Background: an optimization exercise with open tools, aiming at small area and a short achievable clock period. Do not read the settings as production practice.
Function was checked by simulation only, so behaviour that the tests miss may differ from the original.
Power is estimated from default activity; no workload was simulated.

==> job 6430 <==
## cao_pipe
module cao_pipe (
    input  wire        clk,
    input  wire        rst,           
    input  wire [31:0] last_pc,       
    output wire        imem_en,
    output wire [31:0] imem_addr,
    input  wire [63:0] imem_rdata,
    output wire        dmem_en,
    output wire        dmem_we,
    output wire [11:0] dmem_addr,
    output wire [31:0] dmem_wdata,
    input  wire [31:0] dmem_rdata,
    output wire        halted,
    output wire        faulted,
    output wire [31:0] fault_addr,
    output wire [31:0] cycle_count,
    output wire [31:0] retired_count,
    input  wire [3:0]  dbg_sel,
    output wire [31:0] dbg_data
);
    localparam [31:0] PC_BASE = 32'd4000;
    localparam [3:0] OP_ADD  = 4'd1,  OP_SUB  = 4'd2,  OP_MUL   = 4'd3,
                     OP_AND  = 4'd4,  OP_OR   = 4'd5,  OP_XOR   = 4'd6,
                     OP_MOVC = 4'd7,  OP_LOAD = 4'd8,  OP_STORE = 4'd9,
                     OP_BZ   = 4'd10, OP_BNZ  = 4'd11, OP_JUMP  = 4'd12,
                     OP_HALT = 4'd13;
    function use_a(input [3:0] op);    
        use_a = (op >= OP_ADD && op <= OP_XOR) || op == OP_LOAD ||
                op == OP_STORE || op == OP_JUMP;
    endfunction
    function use_b(input [3:0] op);    
        use_b = (op >= OP_ADD && op <= OP_XOR) || op == OP_STORE;
    endfunction
    function has_dest(input [3:0] op);
        has_dest = (op >= OP_ADD && op <= OP_MOVC) || op == OP_LOAD;
    endfunction
    reg        halted_r, faulted_r;
    reg [31:0] pc;
    reg        zf, zl, f_stall;
    reg [31:0] cyc, ret;
    reg [31:0] x [0:15];
    reg        d_v, d_last;
    reg [3:0]  d_op, d_rd, d_ra, d_rb;
    reg [31:0] d_imm;
  ...
clock: 12.0 ns
lec_check: 0
cap_margin: 20
cell_pad_in_sites_detail_placement: 1
cell_pad_in_sites_global_placement: 2
core_margin: 2
core_utilization: 40
place_density: 0.55
setup_slack_margin: 5
slew_margin: 20
run.sh (not shown) runs the stock make flow with config.mk's settings and CLKGATE_MAP_FILE= SYNTH_SCRIPT=/design/flow/synth_recipe.tcl, a recipe that flattens the netlist after the stock synthesis.
==> inputs of job 2192, as changes to job 6430 <==
==> flow/flow/run.sh (new file) <==
#!/bin/bash
# The standard layout, with two changes to how ORFS optimises it:
#  - the ports are buffered with buf_2 cells instead of ORFS's default pick
#    (a slow delay cell), still one buffer on every input and output port;
#  - repair_timing aims for a setup slack of 5.5 ns instead of 0.
# Synthesis, floorplan, power grid, tap cells, CTS and routing are the standard flow's own
# (standard.sh); the clock and constraints are unchanged.
set -euo pipefail
cat >> config.mk << 'X'
export SETUP_SLACK_MARGIN = 5.5
export BUFFER_PORTS_ARGS = -buffer_cell sky130_fd_sc_hd__buf_2
X
bash standard.sh > standard_make.log 2>&1
==> flow/standard.sh (new file) <==
#!/bin/bash
# synth_recipe.tcl (not shown) runs the flow's synth.tcl, then flattens the netlist and writes it again
# the make line also repeats each setting of config.mk as NAME=value (left out here)
make -C /OpenROAD-flow-scripts/flow DESIGN_CONFIG=/design/flow/config.mk WORK_HOME=/design/flow/orfs CLKGATE_MAP_FILE= SYNTH_SCRIPT=/design/flow/synth_recipe.tcl "${@:-finish}"
Settings changed: BUFFER_PORTS_ARGS from default to -buffer_cell sky130_fd_sc_hd__buf_2, SETUP_SLACK_MARGIN 5 to 5.5.
removed: flow/run.sh
==> inputs of job 9620, as changes to job 6430 <==
--- a/flow/design.v
+++ b/flow/design.v
@@ -770,17 +770,17 @@
             d_last <= (npc == last_pc);
         end
         if (!ex_mul1) begin
             e_op   <= d_op;
             e_rd   <= d_rd;
             e_rah  <= 16'd1 << d_ra;
             e_rbh  <= 16'd1 << d_rb;
-            e_imm  <= d_imm;
             e_last <= d_last;
         end
+        e_imm  <= d_imm;                  
         e_ph   <= ex_mul1;
         m_rd   <= e_rd;
         m_ld   <= (e_op == OP_LOAD);
         m_st   <= (e_op == OP_STORE);
         m_term <= (e_op == OP_HALT) | e_last;
         m_buf  <= exr;
         if (!(faulted_r | m_fault))
@@ -811,19 +811,17 @@
             w_term    <= 1'b0;
         end else begin
             if (run) begin
                 if (m_fault)
                     faulted_r <= 1'b1;
                 else if (w_term)
                     halted_r <= 1'b1;
-                if (!m_fault)
-                    cyc <= cyc + 32'd1;
-                if (w_v)
-                    ret <= ret + 32'd1;
             end
+            cyc     <= cyc + {31'd0, run & ~m_fault};
+            ret     <= ret + {31'd0, run & w_v};
             pc      <= (fetch & i_v) ? npc + 32'd4 : npc;
             zf      <= zf_cur;
             zl      <= ex_live & ((e_op == OP_ADD) | is_sub | (e_op == OP_MUL));
             if (ex_halt)
                 f_stall <= 1'b1;
             if (!stall)
                 d_v <= fetch & i_v;
==> flow/flow/run.sh (new file) <==
#!/bin/bash
# The standard layout, with two changes to how ORFS optimises it:
#  - the ports are buffered with buf_1 cells instead of ORFS's default pick
#    (a slow delay cell), still one buffer on every input and output port;
#  - repair_timing aims for a setup slack of 5.5 ns instead of 0.
# Synthesis, floorplan, power grid, tap cells, CTS and routing are the standard flow's own
# (standard.sh); the clock and constraints are unchanged.
set -euo pipefail
cat >> config.mk << 'X'
export SETUP_SLACK_MARGIN = 5.5
export BUFFER_PORTS_ARGS = -buffer_cell sky130_fd_sc_hd__buf_1
X
bash standard.sh > standard_make.log 2>&1
==> flow/standard.sh (new file) <==
#!/bin/bash
# synth_recipe.tcl (not shown) runs the flow's synth.tcl, then flattens the netlist and writes it again
# the make line also repeats each setting of config.mk as NAME=value (left out here)
make -C /OpenROAD-flow-scripts/flow DESIGN_CONFIG=/design/flow/config.mk WORK_HOME=/design/flow/orfs CLKGATE_MAP_FILE= SYNTH_SCRIPT=/design/flow/synth_recipe.tcl "${@:-finish}"
Settings changed: BUFFER_PORTS_ARGS from default to -buffer_cell sky130_fd_sc_hd__buf_1, CAP_MARGIN 20 to 10, CTS_BUF_LIST from default to sky130_fd_sc_hd__clkbuf_8, CTS_CLUSTER_SIZE from default to 24, SETUP_SLACK_MARGIN 5 to 5.5, SLEW_MARGIN 20 to 10.
removed: flow/run.sh
==> run summary <==
Against job 6430, the synthesized cell count of job 9620 is higher by 1.7%. In job 2192 the combinational power is higher than in job 6430, by about 2%. The highest worst hold slack belongs to job 6430, the lowest to job 9620. In flip-flop and latch count, job 9620 and job 2192 do not differ. Non-clock buffer count: job 6430 < job 2192 < job 9620.

## re-timing with driven ports
No port has a modelled driver above. Below, the same layouts with a new extraction and two added sets of constraints.
Step 1 sets driving cells, clkbuf_16 on the clock port and buf_2 on the other inputs (assumed; they add their load-dependent delay and slew).
Step 2 moves the port delays by t, midway between the first and last clock arrival at a register: inputs arrive t later, outputs are due t later. That takes back most of the time a late clock gives input paths.
a / b / c = ideal ports / drivers / drivers and shift; a / b = the first two.
run	shift t [ns]	setup WS [ns]	worst hold slack (ns)	worst setup path after step 2	latest minus earliest clock arrival (ns)
job 6430	0.810	4.990 / 4.968 / 4.968	0.400 / 0.400 / 0.400	input to output	0.057 / 0.057
job 2192	0.804	5.431 / 5.359 / 5.359	0.391 / 0.391 / 0.391	input to output	0.089 / 0.089
job 9620	0.978	5.375 / 5.328 / 5.328	0.334 / 0.334 / 0.334	input to output	0.043 / 0.042
After both steps setup and hold are still met in every run listed. For job 2192, which loses most, drivers alone change the setup slack by -0.072 ns; drivers and shift together by -0.072 ns.
